Background: an optimization exercise with open tools, aiming at small area, a short achievable clock period and few clock cycles per item. Do not read the settings as production practice.
Where RTL was checked, it was by simulation tests only, not by an equivalence proof against the original.
Power and IR drop assume default switching activity.

// pce_codec
module pce_codec (
    input  wire        clk,
    input  wire        rst,         
    input  wire        start,       
    input  wire        mode,        
    input  wire [5:0]  n_in,
    input  wire [5:0]  p_in,
    input  wire [5:0]  l_in,
    input  wire [32:0] data_in,
    output wire        done,        
    output wire [2:0]  err,         
    output wire [5:0]  res,         
    output wire [32:0] data_out
);
Settings: LEC_CHECK=0, ABC_AREA=1, CAP_MARGIN=20, CORE_MARGIN=2, CORE_UTILIZATION=25, PLACE_DENSITY=0.5, SLEW_MARGIN=20; clock period 13.0 ns.
run.sh (not shown) runs the stock make flow with config.mk's settings and CLKGATE_MAP_FILE= SYNTH_SCRIPT=/design/flow/synth_recipe.tcl, a recipe that flattens the netlist after the stock synthesis.
Edit:
--- a/flow/design.v
+++ b/flow/design.v
@@ -58,30 +58,48 @@
         input [6:0] v;
         integer b;
         begin
             for (b = 0; b < 33; b = b + 1)
                 therm[b] = (b < v);
         end
     endfunction
+    function [3:0] hj;              
+        input [12:0] v;
+        reg   [15:0] a;
+        reg   [7:0]  b;
+        reg   [3:0]  c;
+        reg   [1:0]  d;
+        begin
+            a     = {3'd0, v};
+            hj[3] = a[15:8] != 8'd0;
+            b     = hj[3] ? a[15:8] : a[7:0];
+            hj[2] = b[7:4] != 4'd0;
+            c     = hj[2] ? b[7:4] : b[3:0];
+            hj[1] = c[3:2] != 2'd0;
+            d     = hj[1] ? c[3:2] : c[1:0];
+            hj[0] = d[1];
+        end
+    endfunction
     function [2:0] clog2n;
         input [5:0] v;
         begin
             if      (v <= 6'd1)  clog2n = 3'd0;
             else if (v <= 6'd2)  clog2n = 3'd1;
             else if (v <= 6'd4)  clog2n = 3'd2;
             else if (v <= 6'd8)  clog2n = 3'd3;
             else if (v <= 6'd16) clog2n = 3'd4;
             else if (v <= 6'd32) clog2n = 3'd5;
             else                 clog2n = 3'd6;
         end
     endfunction
     wire [2:0]  k_in     = clog2n(n_in);
-    wire        valid_in = (n_in >= 6'd1) && (n_in <= 6'd32) && (p_in >= 6'd1) &&
-                           (p_in <= l_in) && (l_in <= n_in) &&
-                           ({1'b0, l_in} == {1'b0, p_in} + {4'b0, k_in} + 7'd1);
+    wire [6:0]  lp_in    = {1'b0, l_in} - {1'b0, p_in};
+    wire        valid_in = (n_in != 6'd0) && (!n_in[5] || n_in == 6'd32) &&
+                           (p_in != 6'd0) && (l_in <= n_in) &&
+                           (lp_in == {4'b0, k_in} + 7'd1);
     wire [32:0] th_nin   = therm({1'b0, n_in});
     wire        last_in  = |(data_in & ~th_nin & {th_nin[31:0], 1'b1});
     wire [32:0] load     = (data_in & th_nin) |
                            ({33{~mode}} & ~th_nin & {th_nin[31:0], 1'b1});
     wire [32:0] U   = rot(R, uamt);              
     wire        m16 = (k >= 3'd3);
     wire        m17 = (k >= 3'd4);
@@ -111,16 +129,15 @@
         viol = 1'b0;
         for (o = 0; o < W; o = o + 1) begin
             first[o] = vw[o] && !viol;
             viol     = viol | vw[o];
         end
         jsel = 4'd0;
         for (o = 0; o < W; o = o + 1)
-            for (j = 0; j < 13; j = j + 1)
-                if (first[o] && ok[o][j]) jsel = j;
+            if (first[o]) jsel = jsel | hj(ok[o]);
     end
     wire pass_end = rem[5] || (rem < W);
     reg [32:0] r_adv;
     reg [4:0]  i_adv;
     reg [5:0]  rem_adv;
     always @* begin
         r_adv   = rot(R, W);
@@ -190,20 +207,23 @@
             else if (t4e[x]) corr[x] = 1'b0;
             else             corr[x] = R[x];
         end
     end
     wire [4:0]  d_idx  = G[4:0] & ~(5'h1f << k);
     wire        d_last = G[k];
     wire [32:0] mk     = R & ~t1 & t2;           
-    reg  [5:0]  jpos;
-    always @* begin
-        jpos = 6'd0;
-        for (x = 0; x < 33; x = x + 1)
-            if (mk[x]) jpos = x;
-    end
+    wire [5:0]  jpos;
+    wire [63:0] mk64 = {31'd0, mk};
+    wire [31:0] h5 = mk64[63:32] != 32'd0 ? mk64[63:32] : mk64[31:0];
+    wire [15:0] h4 = h5[31:16] != 16'd0 ? h5[31:16] : h5[15:0];
+    wire [7:0]  h3 = h4[15:8]  != 8'd0  ? h4[15:8]  : h4[7:0];
+    wire [3:0]  h2 = h3[7:4]   != 4'd0  ? h3[7:4]   : h3[3:0];
+    wire [1:0]  h1 = h2[3:2]   != 2'd0  ? h2[3:2]   : h2[1:0];
+    assign jpos = {mk64[63:32] != 32'd0, h5[31:16] != 16'd0, h4[15:8] != 8'd0,
+                   h3[7:4] != 4'd0, h2[3:2] != 2'd0, h1[1]};
     wire        found  = |mk;
     wire [5:0]  qd     = jpos - {1'b0, i};
     wire        idxbad = ({1'b0, i} > nl);
     reg [32:0] tail, rep;
     always @* begin
         for (x = 0; x < 33; x = x + 1) begin
             tail[x] = (!t3[x] && t4[x]) ? G[x] : R[x];
The changed run completed with no timing, DRC or antenna violations.
Count of clock-buffer cells in the layout is unchanged.
Combinational power is higher by about 5%.
Global-route usage is higher by 2.5 points.
Wire length is higher by 20%.
Fmax is higher by 9.4%.
Clock skew hardly moves.
Non-clock buffer count is higher by 25.
Setup slack improves by 0.69 ns.
Critical path depth is lower by 26.
Area after synthesis is higher by 11%.
Final area is higher by 10%.
Total power is higher by 3.4%.
Testbench counts after the change, summed over its fixed seeds: cycles 7,579, items 1,920.
No functional check of the RTL was part of the first run of this note.

## separate check: timing with driven ports
In the flow no input, the clock included, has a driving cell. The finished layouts below were timed again as built, in two steps. Step 1, drivers: a clkbuf_16 drives clk and a buf_2 each remaining input, both assumed. Step 2 times the ports against the registers' clock, not the clock port: input delays grow and output delays shrink by t, the midpoint of the rising clock arrivals with the driver on. a / b / c = ideal / step 1 / step 2; a / b = the first two.
run | t (ns) | setup slack, ns | latest minus earliest clock arrival (ns)
the first run | 0.491 | 5.039 / 5.039 / 4.673 | 0.016 / 0.016
the second run | 0.488 | 5.726 / 5.726 / 5.726 | 0.018 / 0.018
After both steps every run listed still meets setup and hold. For the first run, which loses most, drivers alone change the setup slack by 0.000 ns; drivers and shift together by -0.366 ns.
